From an optimization exercise on the open Yosys and OpenROAD flow, aimed at small area, a short achievable clock period and few clock cycles; shortcuts taken in it are not production practice.
RTL that was checked went through simulation tests only; none was proved equivalent to the original.

==> flow/design.v <==
module upe_link (
    input  wire        clk,
    input  wire        rst,
    input  wire        strict,
    input  wire        rx_valid,
    input  wire [7:0]  rx_data,
    output wire        rx_ready,
    output reg         ro_valid,
    input  wire        ro_ready,
    output reg  [1:0]  ro_kind,
    output reg  [7:0]  ro_data,
    output wire [15:0] ro_crc_calc,
    output wire [15:0] ro_crc_recv,
    input  wire        ti_valid,
    input  wire [7:0]  ti_data,
    output wire        ti_ready,
    output reg         to_valid,
    input  wire        to_ready,
    output reg  [7:0]  to_data
);
    localparam [1:0] K_BYTE  = 2'd0;
    localparam [1:0] K_FRAME = 2'd1;
    localparam [1:0] K_DROP  = 2'd2;
    localparam [15:0] KEY_B0 = 16'h7760;
    localparam [15:0] KEY_B1 = 16'h3019;
    localparam [15:0] KEY_B2 = 16'h065F;
    localparam [15:0] KEY_B3 = 16'h4052;
    localparam [15:0] KEY_B4 = 16'h1625;
    localparam [15:0] KEY_B5 = 16'h431A;
    localparam [15:0] KEY_B6 = 16'h4C8A;
    localparam [15:0] KEY_B7 = 16'hC428;
    function [7:0] key;
        input [3:0] i;
        begin
            key = {KEY_B7[i], KEY_B6[i], KEY_B5[i], KEY_B4[i],
                   KEY_B3[i], KEY_B2[i], KEY_B1[i], KEY_B0[i]};
        end
    endfunction
    function [15:0] dec16;
        input [15:0] c;
        integer k;
        begin
            dec16[0] = ~c[0];
            for (k = 1; k < 16; k = k + 1)
                dec16[k] = c[k] ^ ~|(c & ((16'd1 << k) - 16'd1));
        end
    endfunction
    function [15:0] crc_update;
        input [7:0]  b;
        input [15:0] crc;
        integer k;
        reg [15:0] c;
        begin
            c = crc ^ {b, 8'h00};
            for (k = 0; k < 8; k = k + 1)
                c = c[15] ? ((c << 1) ^ 16'h1021) : (c << 1);
            crc_update = c;
        end
    endfunction
    localparam [3:0] S_IDLE    = 4'd0;
    localparam [3:0] S_SYNC2   = 4'd1;
    localparam [3:0] S_LENLO   = 4'd2;
    localparam [3:0] S_LENHI   = 4'd3;
    localparam [3:0] S_PAYLOAD = 4'd4;
    localparam [3:0] S_CKLO    = 4'd5;
    localparam [3:0] S_CKHI    = 4'd6;
    localparam [3:0] S_FOOT1   = 4'd7;
    localparam [3:0] S_FOOT2   = 4'd8;
    reg [3:0]  stage;
    reg [15:0] rcnt;
    reg [3:0]  rkidx;
    reg        rshort;
    reg        rl0s;         
    reg [15:0] crc_calc;
    reg        ro_new;       
    assign rx_ready    = ro_ready;
    assign ro_crc_calc = crc_calc;
    assign ro_crc_recv = rcnt;
    wire       rx_take  = rx_valid && rx_ready;
    wire [7:0]  rkey     = key(rkidx);
    wire [7:0]  rx_plain = rx_data ^ rkey;
    wire [15:0] crc_next = crc_update(ro_data, crc_calc);
    wire [15:0] rcnt_dec = dec16(rcnt);
    wire        crc_ok   = (crc_calc == rcnt);
    reg        rp;
    reg [1:0]  rp_kind;
    reg [7:0]  rp_data;
    always @(*) begin
        rp      = 1'b0;
        rp_kind = K_BYTE;
        rp_data = rx_plain;
        case (stage)
            S_PAYLOAD: rp = 1'b1;
            S_FOOT1: begin
                rp      = (rx_data != 8'hDC);
                rp_kind = K_DROP;
                rp_data = 8'd0;
            end
            S_FOOT2: begin
                rp = 1'b1;
                if (rx_data != 8'hBA) begin
                    rp_kind = K_DROP;
                    rp_data = 8'd0;
                end else if (rshort) begin
                    rp_kind = K_DROP;
                    rp_data = 8'd1;
                end else if (strict && !crc_ok) begin
                    rp_kind = K_DROP;
                    rp_data = 8'd2;
                end else begin
                    rp_kind = K_FRAME;
                    rp_data = {7'd0, crc_ok};
                end
            end
            default: ;
        endcase
    end
    always @(posedge clk) begin
        if (rx_ready) begin
            ro_kind <= rp_kind;
            ro_data <= rp_data;
        end
        if (ro_new)
            crc_calc <= crc_next;
        if (rx_take) begin
            case (stage)
                S_LENLO: begin
                    rcnt[7:0] <= rx_data;
                    rl0s      <= (rx_data[7:1] == 7'd0);
                end
                S_LENHI: begin
                    rcnt[15:8] <= rx_data;
                    rkidx      <= 4'd0;
                    crc_calc   <= 16'd0;
                    rshort     <= (rx_data == 8'd0) && rl0s;
                end
                S_PAYLOAD: begin
                    rcnt  <= rcnt_dec;
                    rkidx <= rkidx + 4'd1;
                end
                S_CKLO: begin
                    rcnt[7:0] <= rx_plain;
                    rkidx     <= rkidx + 4'd1;
                end
                S_CKHI: rcnt[15:8] <= rx_plain;
                default: ;
            endcase
        end
        if (rst) begin
            stage    <= S_IDLE;
            ro_valid <= 1'b0;
            ro_new   <= 1'b0;
        end else begin
            if (rx_ready)
                ro_valid <= rx_valid && rp;
            ro_new <= rx_take && stage == S_PAYLOAD;
            if (rx_take) begin
                case (stage)
                    S_IDLE:    if (rx_data == 8'hAB) stage <= S_SYNC2;
                    S_SYNC2:   stage <= (rx_data == 8'hCD) ? S_LENLO : S_IDLE;
                    S_LENLO:   stage <= S_LENHI;
                    S_LENHI:   stage <= (rx_data == 8'd0 && rl0s && !rcnt[0]) ?
                                        S_CKLO : S_PAYLOAD;
                    S_PAYLOAD: if (rcnt == 16'd1) stage <= S_CKLO;
                    S_CKLO:    stage <= S_CKHI;
                    S_CKHI:    stage <= S_FOOT1;
                    S_FOOT1:   stage <= (rx_data == 8'hDC) ? S_FOOT2 : S_IDLE;
                    default:   stage <= S_IDLE;
                endcase
            end
        end
    end
    localparam [3:0] T_AB   = 4'b0000;
    localparam [3:0] T_CD   = 4'b0001;
    localparam [3:0] T_L0   = 4'b0010;
    localparam [3:0] T_L1   = 4'b0011;
    localparam [3:0] T_PAY  = 4'b1000;
    localparam [3:0] T_K0   = 4'b0100;
    localparam [3:0] T_K1   = 4'b0101;
    localparam [3:0] T_DC   = 4'b0110;
    localparam [3:0] T_BA   = 4'b0111;
    localparam [1:0] I_L0   = 2'b00;    
    localparam [1:0] I_L1   = 2'b01;    
    localparam [1:0] I_PAY  = 2'b10;    
    localparam [1:0] I_HOLD = 2'b11;    
    reg [3:0]  tstate;
    reg [1:0]  tin;
    reg [15:0] tcnt;
    reg [3:0]  tkidx;
    reg [15:0] tcrc;
    reg        tl0z;         
    reg        tfirst;       
    wire out_free = to_ready;
    assign ti_ready = !tin[1] || (tstate[3] && to_ready);
    wire tx_take  = ti_valid && ti_ready;
    wire pay_take = ti_valid && tstate[3] && out_free;
    wire [7:0]  tkey      = key(tkidx);
    wire [15:0] tcrc_cur  = tfirst ? 16'd0 : tcrc;
    wire [15:0] tcrc_next = crc_update(ti_data, tcrc_cur);
    wire [15:0] tcnt_dec  = dec16(tcnt);
    reg       tg;
    reg [7:0] tg_data;
    always @(*) begin
        tg      = 1'b1;
        tg_data = 8'hAB;
        case (tstate)
            T_AB: begin
                tg      = (tin != I_L0) || ti_valid;
                tg_data = 8'hAB;
            end
            T_CD:  tg_data = 8'hCD;
            T_L0: begin
                tg      = tin[1];
                tg_data = tcnt[7:0];
            end
            T_L1: begin
                tg      = tin[1];
                tg_data = tcnt[15:8];
            end
            T_PAY: begin
                tg      = ti_valid;
                tg_data = ti_data ^ tkey;
            end
            T_K0:  tg_data = tcrc_cur[7:0] ^ tkey;
            T_K1:  tg_data = tcrc_cur[15:8] ^ tkey;
            T_DC:  tg_data = 8'hDC;
            default: tg_data = 8'hBA;
        endcase
    end
    reg [3:0] tstate_n;
    reg [1:0] tin_n;
    always @(*) begin
        tin_n    = tin;
        tstate_n = tstate;
        if (tx_take && tin == I_L0)
            tin_n = I_L1;
        if (tx_take && tin == I_L1)
            tin_n = (ti_data == 8'd0 && tl0z) ? I_HOLD : I_PAY;
        if (out_free && tg) begin
            case (tstate)
                T_AB: tstate_n = T_CD;
                T_CD: tstate_n = T_L0;
                T_L0: tstate_n = T_L1;
                T_L1: begin
                    if (tin == I_HOLD) begin
                        tin_n    = I_L0;
                        tstate_n = T_K0;
                    end else begin
                        tstate_n = T_PAY;
                    end
                end
                T_PAY: begin
                    if (tcnt == 16'd1) begin
                        tin_n    = I_L0;
                        tstate_n = T_K0;
                    end
                end
                T_K0: tstate_n = T_K1;
                T_K1: tstate_n = T_DC;
                T_DC: tstate_n = T_BA;
                default: tstate_n = T_AB;
            endcase
        end
    end
    wire to_valid_n = out_free ? tg : to_valid;
    always @(posedge clk) begin
        if (out_free)
            to_data <= tg_data;
        if (tx_take && tin == I_L0) begin
            tcnt[7:0] <= ti_data;
            tl0z      <= (ti_data == 8'd0);
        end
        if (tx_take && tin == I_L1)
            tcnt[15:8] <= ti_data;
        if (out_free && tg && tstate == T_L1) begin
            tkidx  <= 4'd0;
            tfirst <= 1'b1;
        end
        if (pay_take) begin
            tcrc   <= tcrc_next;
            tfirst <= 1'b0;
            tcnt   <= tcnt_dec;
            tkidx  <= tkidx + 4'd1;
        end
        if (out_free && tstate == T_K0)
            tkidx <= tkidx + 4'd1;
        if (rst) begin
            tstate   <= T_AB;
            tin      <= I_L0;
            to_valid <= 1'b0;
        end else begin
            tstate   <= tstate_n;
            tin      <= tin_n;
            to_valid <= to_valid_n;
        end
    end
endmodule
Settings: LEC_CHECK=0, ABC_AREA=1, ABC_CLOCK_PERIOD_IN_PS=2000, CAP_MARGIN=20, CORE_MARGIN=2, CORE_UTILIZATION=55, CTS_BUF_LIST=sky130_fd_sc_hd__clkbuf_8, SETUP_SLACK_MARGIN=2.0, SLEW_MARGIN=20; clock period 4.0 ns.
standard.sh (not shown) runs the stock make flow with config.mk's settings and CLKGATE_MAP_FILE= SYNTH_SCRIPT=/design/flow/synth_recipe.tcl, a recipe that flattens the netlist after the stock synthesis.
==> flow/flow/run.sh <==
#!/bin/bash
# Standard layout, but let the resizer change a cell's footprint (so it can
# upsize gates and port buffers) and buffer the ports with buf_2.
set -euo pipefail
bash standard.sh MATCH_CELL_FOOTPRINT=0 'BUFFER_PORTS_ARGS=-buffer_cell sky130_fd_sc_hd__buf_2' finish > make_finish.log 2>&1
Change:
--- a/flow/design.v
+++ b/flow/design.v
@@ -47,15 +47,14 @@
     endfunction
     function [15:0] crc_update;
         input [7:0]  b;
         input [15:0] crc;
-        integer k;
-        reg [15:0] c;
+        reg [7:0] x;
         begin
-            c = crc ^ {b, 8'h00};
-            for (k = 0; k < 8; k = k + 1)
-                c = c[15] ? ((c << 1) ^ 16'h1021) : (c << 1);
-            crc_update = c;
+            x = crc[15:8] ^ b;
+            x = x ^ {4'd0, x[7:4]};
+            crc_update = {crc[7:0], 8'd0} ^ {x[3:0], 12'd0} ^
+                         {3'd0, x, 5'd0} ^ {8'd0, x};
         end
     endfunction
     localparam [3:0] S_IDLE    = 4'd0;
     localparam [3:0] S_SYNC2   = 4'd1;
@@ -188,15 +187,14 @@
     reg [15:0] tcnt;
     reg [3:0]  tkidx;
     reg [15:0] tcrc;
     reg        tl0z;         
-    reg        tfirst;       
     wire out_free = to_ready;
     assign ti_ready = !tin[1] || (tstate[3] && to_ready);
     wire tx_take  = ti_valid && ti_ready;
     wire pay_take = ti_valid && tstate[3] && out_free;
     wire [7:0]  tkey      = key(tkidx);
-    wire [15:0] tcrc_cur  = tfirst ? 16'd0 : tcrc;
+    wire [15:0] tcrc_cur  = tcrc;
     wire [15:0] tcrc_next = crc_update(ti_data, tcrc_cur);
     wire [15:0] tcnt_dec  = dec16(tcnt);
     reg       tg;
     reg [7:0] tg_data;
@@ -273,13 +271,12 @@
         if (tx_take && tin == I_L1)
             tcnt[15:8] <= ti_data;
         if (out_free && tg && tstate == T_L1) begin
             tkidx  <= 4'd0;
-            tfirst <= 1'b1;
+            tcrc   <= 16'd0;
         end
         if (pay_take) begin
             tcrc   <= tcrc_next;
-            tfirst <= 1'b0;
             tcnt   <= tcnt_dec;
             tkidx  <= tkidx + 4'd1;
         end
         if (out_free && tstate == T_K0)
Via count fell by 3.0%.
Count of clock-buffer cells in the layout rises by 1.
Worst setup slack improves by 83 ps.
Sequential share of layout area came out higher by 1.5 points.
Fmax goes up by 4.2%.
Testbench counts after the change, summed over its fixed seeds: cycles 28,518.
For the first run of this note, only the layout was checked, not whether the RTL still works.

## static timing again, ports no longer ideal
No port has a modelled driver above. Below, the same layouts with a new extraction and two added sets of constraints. Step 1: set_driving_cell puts a clkbuf_16 on clk and a buf_2 on each other input, an assumption about the parent block. Step 2 times the ports against the registers' clock, not the clock port: input delays grow and output delays shrink by t, the midpoint of the rising clock arrivals with the driver on. Slacks: no drivers / after step 1 / after step 2; pairs: no drivers / after step 1.
run	t, ns	slack for setup (ns)	worst setup path after step 2
the first run	0.427	1.930 / 1.870 / 1.674	input to register
the second run	0.429	2.013 / 1.952 / 1.733	input to register
After both steps setup and hold are still met in every run listed. For the second run, which loses most, drivers alone change the setup slack by -0.061 ns; drivers and shift together by -0.280 ns.
